Source: an optimization exercise on an open RTL-to-GDS flow (aim: small area, a short achievable clock period and few clock cycles per item). Production flows keep margins and buffers that such runs may drop. Function was checked by simulation only, so behaviour that the tests miss may differ from the original.

<file path="flow/flow/run.sh">
#!/bin/bash
set -euo pipefail
W=$(pwd)
export MY_ABC_D=8000
bash standard.sh SYNTH_SCRIPT=$W/flow/my_synth.tcl synth > synth.log 2>&1
bash standard.sh SYNTH_SCRIPT=$W/flow/my_synth.tcl SETUP_SLACK_MARGIN=11 finish > layout.log 2>&1
</file>
<file path="flow/flow/my_synth.tcl">
# synth_recipe.tcl with a different ABC script for the combinational mapping:
# yosys's own default mapping script (area-recovering) at a delay target,
# instead of ORFS's speed script. Registers are untouched by ABC.
proc synth {args} { yosys synth -nofsm -noshare {*}$args }
proc abc {args} {
  set out {}
  set skip 0
  foreach a $args {
    if {$skip} { set skip 0; continue }
    if {$a eq "-script" || $a eq "-D"} { set skip 1; continue }
    lappend out $a
  }
  yosys abc {*}$out -D $::env(MY_ABC_D)
}
source $::env(SCRIPTS_DIR)/synth.tcl
# left out here: clear keep_hierarchy, flatten, clean up, hide names made inside functions, write 1_2_yosys.v
</file>
<file path="flow/standard.sh">
#!/bin/bash
# synth_recipe.tcl (not shown) runs the flow's synth.tcl, then flattens the netlist and writes it again
# the make line also repeats each setting of config.mk as NAME=value (left out here)
make -C /OpenROAD-flow-scripts/flow DESIGN_CONFIG=/design/flow/config.mk WORK_HOME=/design/flow/orfs CLKGATE_MAP_FILE= SYNTH_SCRIPT=/design/flow/synth_recipe.tcl "${@:-finish}"
</file>
<file path="flow/config.mk">
export PLATFORM = sky130hd
export DESIGN_NAME = krc_dec
export DESIGN_NICKNAME = krc_dec
export VERILOG_FILES = /design/flow/design.v
export SDC_FILE = /design/flow/constraint.sdc
export NUM_CORES = 4
export LEC_CHECK = 0
export CAP_MARGIN = 20
export CORE_MARGIN = 2
export CORE_UTILIZATION = 30
export PLACE_DENSITY = 0.45
export SLEW_MARGIN = 20
</file>
<file path="flow/constraint.sdc">
create_clock -name core_clock -period 22.0 [get_ports {clk}]
set_input_delay 4.4000 -clock core_clock [delete_from_list [all_inputs] [get_ports {clk}]]
set_output_delay 4.4000 -clock core_clock [all_outputs]
set_load 0.01 [all_outputs]
</file>
<file path="flow/design.v">
module krc_dec (
    input  wire        clk,
    input  wire        rst,
    input  wire        in_valid,
    input  wire [63:0] in_vec,       
    input  wire [31:0] in_data,      
    output wire        in_ready,
    output reg         res_valid,
    output reg  [1:0]  res_status,   
    output reg         res_unit,
    output wire [3:0]  rank,
    output wire [7:0]  piv,
    input  wire [2:0]  rd_sel,
    output wire [63:0] rd_vec,
    output wire [31:0] rd_data
);
    function [7:0] xt(input [7:0] a);
        xt = {a[6:0], 1'b0} ^ (a[7] ? 8'h1d : 8'h00);
    endfunction
    function [63:0] spow(input [7:0] s);
        integer i;
        reg [7:0] t;
        begin
            t = s;
            for (i = 0; i < 8; i = i + 1) begin
                spow[8*i +: 8] = t;
                t = xt(t);
            end
        end
    endfunction
    function [7:0] pmul(input [63:0] sp, input [7:0] e);
        integer i;
        begin
            pmul = 8'd0;
            for (i = 0; i < 8; i = i + 1)
                if (e[i]) pmul = pmul ^ sp[8*i +: 8];
        end
    endfunction
    function [7:0] gf_mul(input [7:0] a, input [7:0] b);
        gf_mul = pmul(spow(a), b);
    endfunction
    function [7:0] gf_inv(input [7:0] a);
        case (a)
            8'h00: gf_inv = 8'h00;
            8'h01: gf_inv = 8'h01;
            8'h02: gf_inv = 8'h8e;
            8'h03: gf_inv = 8'hf4;
            8'h04: gf_inv = 8'h47;
            8'h05: gf_inv = 8'ha7;
            8'h06: gf_inv = 8'h7a;
            8'h07: gf_inv = 8'hba;
            8'h08: gf_inv = 8'had;
            8'h09: gf_inv = 8'h9d;
            8'h0a: gf_inv = 8'hdd;
            8'h0b: gf_inv = 8'h98;
            8'h0c: gf_inv = 8'h3d;
            8'h0d: gf_inv = 8'haa;
            8'h0e: gf_inv = 8'h5d;
            8'h0f: gf_inv = 8'h96;
            8'h10: gf_inv = 8'hd8;
            8'h11: gf_inv = 8'h72;
            8'h12: gf_inv = 8'hc0;
            8'h13: gf_inv = 8'h58;
            8'h14: gf_inv = 8'he0;
            8'h15: gf_inv = 8'h3e;
            8'h16: gf_inv = 8'h4c;
            8'h17: gf_inv = 8'h66;
            8'h18: gf_inv = 8'h90;
            8'h19: gf_inv = 8'hde;
            8'h1a: gf_inv = 8'h55;
            8'h1b: gf_inv = 8'h80;
            8'h1c: gf_inv = 8'ha0;
            8'h1d: gf_inv = 8'h83;
            8'h1e: gf_inv = 8'h4b;
            8'h1f: gf_inv = 8'h2a;
            8'h20: gf_inv = 8'h6c;
            8'h21: gf_inv = 8'hed;
            8'h22: gf_inv = 8'h39;
            8'h23: gf_inv = 8'h51;
            8'h24: gf_inv = 8'h60;
            8'h25: gf_inv = 8'h56;
            8'h26: gf_inv = 8'h2c;
            8'h27: gf_inv = 8'h8a;
            8'h28: gf_inv = 8'h70;
            8'h29: gf_inv = 8'hd0;
            8'h2a: gf_inv = 8'h1f;
            8'h2b: gf_inv = 8'h4a;
            8'h2c: gf_inv = 8'h26;
            8'h2d: gf_inv = 8'h8b;
            8'h2e: gf_inv = 8'h33;
            8'h2f: gf_inv = 8'h6e;
            8'h30: gf_inv = 8'h48;
            8'h31: gf_inv = 8'h89;
            8'h32: gf_inv = 8'h6f;
            8'h33: gf_inv = 8'h2e;
            8'h34: gf_inv = 8'ha4;
            8'h35: gf_inv = 8'hc3;
            8'h36: gf_inv = 8'h40;
            8'h37: gf_inv = 8'h5e;
            8'h38: gf_inv = 8'h50;
            8'h39: gf_inv = 8'h22;
            8'h3a: gf_inv = 8'hcf;
            8'h3b: gf_inv = 8'ha9;
            8'h3c: gf_inv = 8'hab;
            8'h3d: gf_inv = 8'h0c;
            8'h3e: gf_inv = 8'h15;
            8'h3f: gf_inv = 8'he1;
            8'h40: gf_inv = 8'h36;
            8'h41: gf_inv = 8'h5f;
            8'h42: gf_inv = 8'hf8;
            8'h43: gf_inv = 8'hd5;
            8'h44: gf_inv = 8'h92;
            8'h45: gf_inv = 8'h4e;
            8'h46: gf_inv = 8'ha6;
            8'h47: gf_inv = 8'h04;
            8'h48: gf_inv = 8'h30;
            8'h49: gf_inv = 8'h88;
            8'h4a: gf_inv = 8'h2b;
            8'h4b: gf_inv = 8'h1e;
            8'h4c: gf_inv = 8'h16;
            8'h4d: gf_inv = 8'h67;
            8'h4e: gf_inv = 8'h45;
            8'h4f: gf_inv = 8'h93;
            8'h50: gf_inv = 8'h38;
            8'h51: gf_inv = 8'h23;
            8'h52: gf_inv = 8'h68;
            8'h53: gf_inv = 8'h8c;
            8'h54: gf_inv = 8'h81;
            8'h55: gf_inv = 8'h1a;
            8'h56: gf_inv = 8'h25;
            8'h57: gf_inv = 8'h61;
            8'h58: gf_inv = 8'h13;
            8'h59: gf_inv = 8'hc1;
            8'h5a: gf_inv = 8'hcb;
            8'h5b: gf_inv = 8'h63;
            8'h5c: gf_inv = 8'h97;
            8'h5d: gf_inv = 8'h0e;
            8'h5e: gf_inv = 8'h37;
            8'h5f: gf_inv = 8'h41;
            8'h60: gf_inv = 8'h24;
            8'h61: gf_inv = 8'h57;
            8'h62: gf_inv = 8'hca;
            8'h63: gf_inv = 8'h5b;
            8'h64: gf_inv = 8'hb9;
            8'h65: gf_inv = 8'hc4;
            8'h66: gf_inv = 8'h17;
            8'h67: gf_inv = 8'h4d;
            8'h68: gf_inv = 8'h52;
            8'h69: gf_inv = 8'h8d;
            8'h6a: gf_inv = 8'hef;
            8'h6b: gf_inv = 8'hb3;
            8'h6c: gf_inv = 8'h20;
            8'h6d: gf_inv = 8'hec;
            8'h6e: gf_inv = 8'h2f;
            8'h6f: gf_inv = 8'h32;
            8'h70: gf_inv = 8'h28;
            8'h71: gf_inv = 8'hd1;
            8'h72: gf_inv = 8'h11;
            8'h73: gf_inv = 8'hd9;
            8'h74: gf_inv = 8'he9;
            8'h75: gf_inv = 8'hfb;
            8'h76: gf_inv = 8'hda;
            8'h77: gf_inv = 8'h79;
            8'h78: gf_inv = 8'hdb;
            8'h79: gf_inv = 8'h77;
            8'h7a: gf_inv = 8'h06;
            8'h7b: gf_inv = 8'hbb;
            8'h7c: gf_inv = 8'h84;
            8'h7d: gf_inv = 8'hcd;
            8'h7e: gf_inv = 8'hfe;
            8'h7f: gf_inv = 8'hfc;
            8'h80: gf_inv = 8'h1b;
            8'h81: gf_inv = 8'h54;
            8'h82: gf_inv = 8'ha1;
            8'h83: gf_inv = 8'h1d;
            8'h84: gf_inv = 8'h7c;
            8'h85: gf_inv = 8'hcc;
            8'h86: gf_inv = 8'he4;
            8'h87: gf_inv = 8'hb0;
            8'h88: gf_inv = 8'h49;
            8'h89: gf_inv = 8'h31;
            8'h8a: gf_inv = 8'h27;
            8'h8b: gf_inv = 8'h2d;
            8'h8c: gf_inv = 8'h53;
            8'h8d: gf_inv = 8'h69;
            8'h8e: gf_inv = 8'h02;
            8'h8f: gf_inv = 8'hf5;
            8'h90: gf_inv = 8'h18;
            8'h91: gf_inv = 8'hdf;
            8'h92: gf_inv = 8'h44;
            8'h93: gf_inv = 8'h4f;
            8'h94: gf_inv = 8'h9b;
            8'h95: gf_inv = 8'hbc;
            8'h96: gf_inv = 8'h0f;
            8'h97: gf_inv = 8'h5c;
            8'h98: gf_inv = 8'h0b;
            8'h99: gf_inv = 8'hdc;
            8'h9a: gf_inv = 8'hbd;
            8'h9b: gf_inv = 8'h94;
            8'h9c: gf_inv = 8'hac;
            8'h9d: gf_inv = 8'h09;
            8'h9e: gf_inv = 8'hc7;
            8'h9f: gf_inv = 8'ha2;
            8'ha0: gf_inv = 8'h1c;
            8'ha1: gf_inv = 8'h82;
            8'ha2: gf_inv = 8'h9f;
            8'ha3: gf_inv = 8'hc6;
            8'ha4: gf_inv = 8'h34;
            8'ha5: gf_inv = 8'hc2;
            8'ha6: gf_inv = 8'h46;
            8'ha7: gf_inv = 8'h05;
            8'ha8: gf_inv = 8'hce;
            8'ha9: gf_inv = 8'h3b;
            8'haa: gf_inv = 8'h0d;
            8'hab: gf_inv = 8'h3c;
            8'hac: gf_inv = 8'h9c;
            8'had: gf_inv = 8'h08;
            8'hae: gf_inv = 8'hbe;
            8'haf: gf_inv = 8'hb7;
            8'hb0: gf_inv = 8'h87;
            8'hb1: gf_inv = 8'he5;
            8'hb2: gf_inv = 8'hee;
            8'hb3: gf_inv = 8'h6b;
            8'hb4: gf_inv = 8'heb;
            8'hb5: gf_inv = 8'hf2;
            8'hb6: gf_inv = 8'hbf;
            8'hb7: gf_inv = 8'haf;
            8'hb8: gf_inv = 8'hc5;
            8'hb9: gf_inv = 8'h64;
            8'hba: gf_inv = 8'h07;
            8'hbb: gf_inv = 8'h7b;
            8'hbc: gf_inv = 8'h95;
            8'hbd: gf_inv = 8'h9a;
            8'hbe: gf_inv = 8'hae;
            8'hbf: gf_inv = 8'hb6;
            8'hc0: gf_inv = 8'h12;
            8'hc1: gf_inv = 8'h59;
            8'hc2: gf_inv = 8'ha5;
            8'hc3: gf_inv = 8'h35;
            8'hc4: gf_inv = 8'h65;
            8'hc5: gf_inv = 8'hb8;
            8'hc6: gf_inv = 8'ha3;
            8'hc7: gf_inv = 8'h9e;
            8'hc8: gf_inv = 8'hd2;
            8'hc9: gf_inv = 8'hf7;
            8'hca: gf_inv = 8'h62;
            8'hcb: gf_inv = 8'h5a;
            8'hcc: gf_inv = 8'h85;
            8'hcd: gf_inv = 8'h7d;
            8'hce: gf_inv = 8'ha8;
            8'hcf: gf_inv = 8'h3a;
            8'hd0: gf_inv = 8'h29;
            8'hd1: gf_inv = 8'h71;
            8'hd2: gf_inv = 8'hc8;
            8'hd3: gf_inv = 8'hf6;
            8'hd4: gf_inv = 8'hf9;
            8'hd5: gf_inv = 8'h43;
            8'hd6: gf_inv = 8'hd7;
            8'hd7: gf_inv = 8'hd6;
            8'hd8: gf_inv = 8'h10;
            8'hd9: gf_inv = 8'h73;
            8'hda: gf_inv = 8'h76;
            8'hdb: gf_inv = 8'h78;
            8'hdc: gf_inv = 8'h99;
            8'hdd: gf_inv = 8'h0a;
            8'hde: gf_inv = 8'h19;
            8'hdf: gf_inv = 8'h91;
            8'he0: gf_inv = 8'h14;
            8'he1: gf_inv = 8'h3f;
            8'he2: gf_inv = 8'he6;
            8'he3: gf_inv = 8'hf0;
            8'he4: gf_inv = 8'h86;
            8'he5: gf_inv = 8'hb1;
            8'he6: gf_inv = 8'he2;
            8'he7: gf_inv = 8'hf1;
            8'he8: gf_inv = 8'hfa;
            8'he9: gf_inv = 8'h74;
            8'hea: gf_inv = 8'hf3;
            8'heb: gf_inv = 8'hb4;
            8'hec: gf_inv = 8'h6d;
            8'hed: gf_inv = 8'h21;
            8'hee: gf_inv = 8'hb2;
            8'hef: gf_inv = 8'h6a;
            8'hf0: gf_inv = 8'he3;
            8'hf1: gf_inv = 8'he7;
            8'hf2: gf_inv = 8'hb5;
            8'hf3: gf_inv = 8'hea;
            8'hf4: gf_inv = 8'h03;
            8'hf5: gf_inv = 8'h8f;
            8'hf6: gf_inv = 8'hd3;
            8'hf7: gf_inv = 8'hc9;
            8'hf8: gf_inv = 8'h42;
            8'hf9: gf_inv = 8'hd4;
            8'hfa: gf_inv = 8'he8;
            8'hfb: gf_inv = 8'h75;
            8'hfc: gf_inv = 8'h7f;
            8'hfd: gf_inv = 8'hff;
            8'hfe: gf_inv = 8'h7e;
            8'hff: gf_inv = 8'hfd;
        endcase
    endfunction
    function integer pidx(input integer a, input integer b);
        pidx = (a * (15 - a)) / 2 + (b - a - 1);
    endfunction
    reg [223:0] m;               
    reg [255:0] syms;            
    reg [7:0]  piv_r;
    reg [3:0]  rank_r;
    reg        back;             
    reg [63:0] vp;               
    reg [31:0] dp;               
    reg [7:0]  poh;              
    function [7:0] mrc(input [223:0] mm, input integer r, input integer cc);
        mrc = (r < cc) ? mm[8*pidx(r, cc) +: 8] : mm[8*pidx(cc, r) +: 8];
    endfunction
    reg [7:0] pval;
    integer pc;
    always @(*) begin
        pval = 8'd0;
        for (pc = 0; pc < 8; pc = pc + 1)
            if (poh[pc]) pval = pval | vp[8*pc +: 8];
    end
    wire [7:0] g = gf_inv(pval);
    reg [7:0]  sr [0:7];
    reg [7:0]  rsel;
    integer r, c, t, a, b;
    always @(*) begin
        for (r = 0; r < 8; r = r + 1) begin
            rsel = 8'd0;
            for (c = 0; c < 8; c = c + 1)
                if (poh[c]) rsel = rsel | ((c == r) ? 8'h01 : mrc(m, r, c));
            if (back)
                sr[r] = gf_mul(rsel, g);
            else
                sr[r] = piv_r[r] ? in_vec[8*r +: 8] : 8'd0;
        end
    end
    reg [7:0]  q [0:27];
    reg        dir [0:27];       
    reg [7:0]  sc, e;
    always @(*) begin
        for (a = 0; a < 8; a = a + 1)
            for (b = a + 1; b < 8; b = b + 1) begin
                dir[pidx(a,b)] = piv_r[a];
                sc = piv_r[a] ? sr[a] : sr[b];
                if (back)
                    e = piv_r[a] ? vp[8*b +: 8] : vp[8*a +: 8];
                else
                    e = m[8*pidx(a,b) +: 8];
                q[pidx(a,b)] = gf_mul(e, sc);
            end
    end
    reg [31:0] qd [0:7];
    reg [63:0] sp;
    always @(*) begin
        for (r = 0; r < 8; r = r + 1) begin
            sp = spow(sr[r]);
            for (t = 0; t < 4; t = t + 1)
                qd[r][8*t +: 8] = pmul(sp, back ? dp[8*t +: 8] : syms[32*r+8*t +: 8]);
        end
    end
    reg [63:0] fv;
    reg [31:0] fd;
    always @(*) begin
        fv = in_vec;
        fd = in_data;
        for (a = 0; a < 8; a = a + 1)
            for (b = a + 1; b < 8; b = b + 1) begin
                fv[8*a +: 8] = fv[8*a +: 8] ^ q[pidx(a,b)];
                fv[8*b +: 8] = fv[8*b +: 8] ^ q[pidx(a,b)];
            end
        for (r = 0; r < 8; r = r + 1)
            fd = fd ^ qd[r];
        for (c = 0; c < 8; c = c + 1)
            if (piv_r[c]) fv[8*c +: 8] = 8'd0;
    end
    reg [7:0] nz, foh;
    reg       any_nz, one_nz, seen;
    always @(*) begin
        for (c = 0; c < 8; c = c + 1) nz[c] = |fv[8*c +: 8];
        any_nz = |nz;
        one_nz = (nz & (nz - 8'd1)) == 8'd0;
        seen = 1'b0;
        foh  = 8'd0;
        for (c = 0; c < 8; c = c + 1) begin
            if (nz[c] && !seen) begin
                foh[c] = 1'b1;
            end
            seen = seen | nz[c];
        end
    end
    wire full = (rank_r == 4'd8);
    wire rdy  = !back || full;
    wire take = in_valid && rdy;
    always @(posedge clk) begin
        res_valid <= 1'b0;
        if (rst) begin
            back   <= 1'b0;
            piv_r  <= 8'd0;
            rank_r <= 4'd0;
        end else begin
          if (back) begin
            back <= 1'b0;
            for (a = 0; a < 8; a = a + 1)
                for (b = a + 1; b < 8; b = b + 1)
                    m[8*pidx(a,b) +: 8] <= ((piv_r[a] ? poh[a] : poh[b]) ? 8'd0 : m[8*pidx(a,b) +: 8])
                                           ^ q[pidx(a,b)];
            for (r = 0; r < 8; r = r + 1)
                syms[32*r +: 32] <= (poh[r] ? 32'd0 : syms[32*r +: 32]) ^ qd[r];
          end
          if (take) begin
            res_valid <= 1'b1;
            if (full) begin
                res_status <= 2'd3;
                res_unit   <= 1'b0;
            end else if (!any_nz) begin
                res_status <= 2'd2;
                res_unit   <= 1'b0;
            end else begin
                res_status <= 2'd1;
                res_unit   <= one_nz;
                back       <= 1'b1;
                piv_r      <= piv_r | foh;
                rank_r     <= rank_r + 4'd1;
            end
            if (!back) begin
                vp   <= fv;
                dp   <= fd;
                poh  <= foh;
            end
          end
        end
    end
    assign in_ready = rdy;
    assign rank     = rank_r;
    assign piv      = piv_r;
    reg [7:0] rv [0:63];
    always @(*) begin
        for (r = 0; r < 8; r = r + 1)
            for (c = 0; c < 8; c = c + 1)
                rv[8*r+c] = (c == r) ? 8'h01 : (piv_r[c] ? 8'd0 : mrc(m, r, c));
    end
    genvar gc;
    generate
        for (gc = 0; gc < 8; gc = gc + 1) begin : rdc
            assign rd_vec[8*gc +: 8] = rv[8*rd_sel+gc];
        end
    endgenerate
    assign rd_data = syms[32*rd_sel +: 32];
endmodule
</file>
==> impl_metrics.toml <==
[status]
status = "complete, no violations"

[setup_path]
crit_required_ns = 22.54
rr_worst_depth = 34
path_max_fanout = 44
critPathBufInv = 7
crit_family = "compound AO/OA/AOI/OAI gates"
crit_type = "reg -> reg"
slowest_stage = "xnor2_1"
cpPeakStageDelay_ns = 0.85
crit_top_cell = "buf_6"
r2r-end = "res_unit$_SDFFCE_PP0P_"
worst_setup_path_end_kind = "register"
reg2reg_from = "poh[3]$_DFFE_PP_"
rrSetupSlack_ns = 10.84
startpoint_type = "register"
cp.arrival_ns = 11.69

[sta]
final_hold_viol_count = 0
period_needed_ns = 11.16
slew_headroom_pct = 10.2
grt_setup_unrepaired = "yes"
worstMarginPinSlew_ns = 1.34
period_share_pct = 50.7
clock_skew_ns = 0.0529
fmax_ghz = 0.0896
setup_viol = 0
fin_setup_tns_ns = 0
setup_ws_ns = 10.84
drv_slew = 0

[global_routing]
antenna_found_initial = 100
grt_max_degree = 145
first_global_vias = 109000
track_usage_pct = 38.1
globalRouteOverflowTotal = 0
grt_pass1_wl_um = 1020000

[yosys]
synth.area.top_cells = "xnor2_1 (29%), edfxtp_1 (15%), nor2_1 (9.6%), xor2_1 (8.8%), xnor3_1 (6.6%)"
synth-seq-cells = 601
synth_top_cells_by_count = "xnor2_1 (3832), nor2_1 (2937), nand2_1 (1168)"
ys_types = 103
synth_warnings = 8
synth_edf_count = 587
syn_area_per_cell_um2 = 7.75
netlist.area_leader.share_pct = 29.4
ys_async_sr_fraction_pct = 0
synth_most_common_cell = "xnor2_1"
syn_area_mm2 = 0.114
synthCells = 14800
synth_seq_area_share_pct = 15.7
synth_fp_nets = 14900
synth_flop_cell = "edfxtp_1"
post-synth-top-area-cell = "xnor2_1"

[cts]
clock_latency_ns = 0.75
clock_path_buffers = 3
root_buffer = "clkbuf_16"
cts_buffers = 78
clk_pin_slew_worst_paths_ns = 0.08
cts_tree = "yes"
htree_levels = 3
clkSinkCount = 601

[drt]
drt-initial-drc-count = 22100
wl_um = 773000
avgRoutedWirePerCell_um = 38.2
viasPerCell = 6.04
first_pass_iters = 17
drc = 0
vias = 122000
drtAntennaViolNets = 0

[worst_hold_path]
worstHoldEndpoint = "rank_r[1]$_SDFFE_PP0P_"
holdCritStartpoint = "rank_r[1]$_SDFFE_PP0P_"
hold_path_class = "reg -> reg"
whs_path_depth = 2

[cells_and_area]
fin_cells = 20300
drive_gt1_share_pct = 9.71
final_nets = 15200
nFillCells = 39900
area_growth_pct = 16.0

[die]
die-width_um = 621
die-area_mm2 = 0.386
die_h_um = 621
io_pins = 215
core_mm2 = 0.379
num_rows = 226
start_util_pct = 30.2

[place]
placedCellCount = 20000
io_buffers = 214
hpwl_um = 593000
gp_congestion = 1.11
pre_cts_slack_ns = 8.68

[flow_run]
drv_cap = 0
layout by cell type (no fill, tap or decap), drive strengths merged, types with 33 or more instances in the layout:
| master | Yosys | layout |
|---|---|---|
| a211o | 52 | 52 |
| a211oi | 200 | 200 |
| a21boi | 62 | 62 |
| a21o | 115 | 115 |
| a21oi | 442 | 442 |
| a221oi | 55 | 55 |
| a222oi | 227 | 227 |
| a22o | 88 | 88 |
| a22oi | 259 | 259 |
| a31oi | 77 | 77 |
| and2 | 56 | 56 |
| and3 | 67 | 67 |
| buf | 201 | 804 |
| clkbuf | 551 | 103 |
| clkdlybuf4s50 | 0 | 190 |
| clkinv | 3 | 39 |
| diode | 0 | 78 |
| edfxtp | 587 | 587 |
| inv | 192 | 195 |
| mux2i | 48 | 48 |
| nand2 | 1168 | 1168 |
| nand2b | 331 | 331 |
| nand3 | 133 | 133 |
| nand4 | 61 | 61 |
| nor2 | 2938 | 2938 |
| nor2b | 189 | 189 |
| nor3 | 132 | 132 |
| o211ai | 211 | 211 |
| o21ai | 507 | 507 |
| or2 | 33 | 33 |
| xnor2 | 3832 | 3832 |
| xnor3 | 334 | 334 |
| xor2 | 1148 | 1148 |
flip-flops by register name, summed over array words and instances (netlist names):
| name | flops |
|---|---|
| syms | 256 |
| poh | 8 |
| res_status | 2 |
| m | 224 |
| piv_r | 8 |
| res_unit | 1 |
| res_valid | 1 |
| rank_r | 4 |
| back | 1 |
| dp | 32 |
| vp | 64 |
per-layer routing:
| layer | share of wire, % | vias up | track usage (%) |
|---|---|---|---|
| li1 | - | 50700 | - |
| met1 | 40 | 61000 | 50.2 |
| met2 | 39 | 8826 | 52.0 |
| met3 | 13 | 1843 | 14.3 |
| met4 | 7.2 | 50 | 22.9 |
| met5 | 0.12 | - | 0.482 |
tightest hold or removal path, stage by stage (launching register included):
cell and delay, ns:
dfxtp_1 0.34, inv_1 0.08, a211oi_1 0.06
metrics by stage:
stage                     cell area [um^2]  hold WS (ns)  utilization [%]
after floorplan                     114000         0.503                -
after detailed placement            126000         0.521             33.3
after CTS                           131000         0.531             34.5
final                               133000         0.531             35.0
after global placement              126000         0.524             33.3
after global routing                132000         0.583             34.9
repair_timing:
action                     CTS  global route
pin swaps                   46            41
gates cloned                 7             7
hold buffers                 0             0
setup buffers               39            32
setup endpoints to repair  181            76
gates resized for setup    308           261
area by class of cell:
type | count | area (um^2) | area share, %
inverters | 195 | 749 | 0.565
diodes | 78 | 195 | 0.147
multi-input cells | 13200 | 95700 | 72.2
flip-flops and latches | 601 | 17900 | 13.5
clock inverters | 48 | 425 | 0.321
clock buffers | 93 | 2030 | 1.53
repair buffers | 1026 | 9300 | 7.01
well taps | 5016 | 6280 | 4.73
logic make-up after synthesis:
kind of cell / after synthesis / synth area share, %
buf+inv: 947 / 3.34
flops: 601 / 15.7
simple gates: 5239 / 19.5
fa+ha+maj: 18 / 0.195
mux: 65 / 0.617
xor+xnor: 5327 / 45.0
compound gates: 2558 / 15.7
worst max-delay path by stage:
stage / from / end / slack [ns] / depth (start not counted)
floorplan: rst / m[0]$_DFFE_PP_ / 9.97 / 2
global placement: poh[6]$_DFFE_PP_ / rank_r[2]$_SDFFE_PP0P_ / 8.52 / 37
detailed placement: poh[6]$_DFFE_PP_ / piv_r[5]$_SDFFE_PP0P_ / 8.68 / 36
CTS: rd_sel[0] / rd_data[12] / 10.84 / 8
global route: poh[6]$_DFFE_PP_ / res_unit$_SDFFCE_PP0P_ / 10.98 / 37
finish: poh[3]$_DFFE_PP_ / res_unit$_SDFFCE_PP0P_ / 10.84 / 34
Testbench counts, summed over its fixed seeds: cycles 1,230, payloads 718.

## static timing again, ports no longer ideal
In the flow no input, the clock included, has a driving cell. The finished layout below was timed again as built, in two steps.
Step 1, drivers: a clkbuf_16 drives clk and a buf_2 each remaining input, both assumed.
Step 2 adds t to the input delays and takes it off the output delays; t is the mean of the earliest and latest rising clock arrival at the registers after step 1. Input paths then give back, and output paths get back, about the clock's delay inside the block.
a / b / c = ideal / step 1 / step 2; a / b = the first two.
t (ns): 0.833
setup slack, ns: 10.844 / 10.822 / 10.334
worst data-port slew with drivers (ns): 0.09
After both steps setup and hold are still met in this run. For this run, drivers alone change the setup slack by -0.022 ns; drivers and shift together by -0.510 ns.
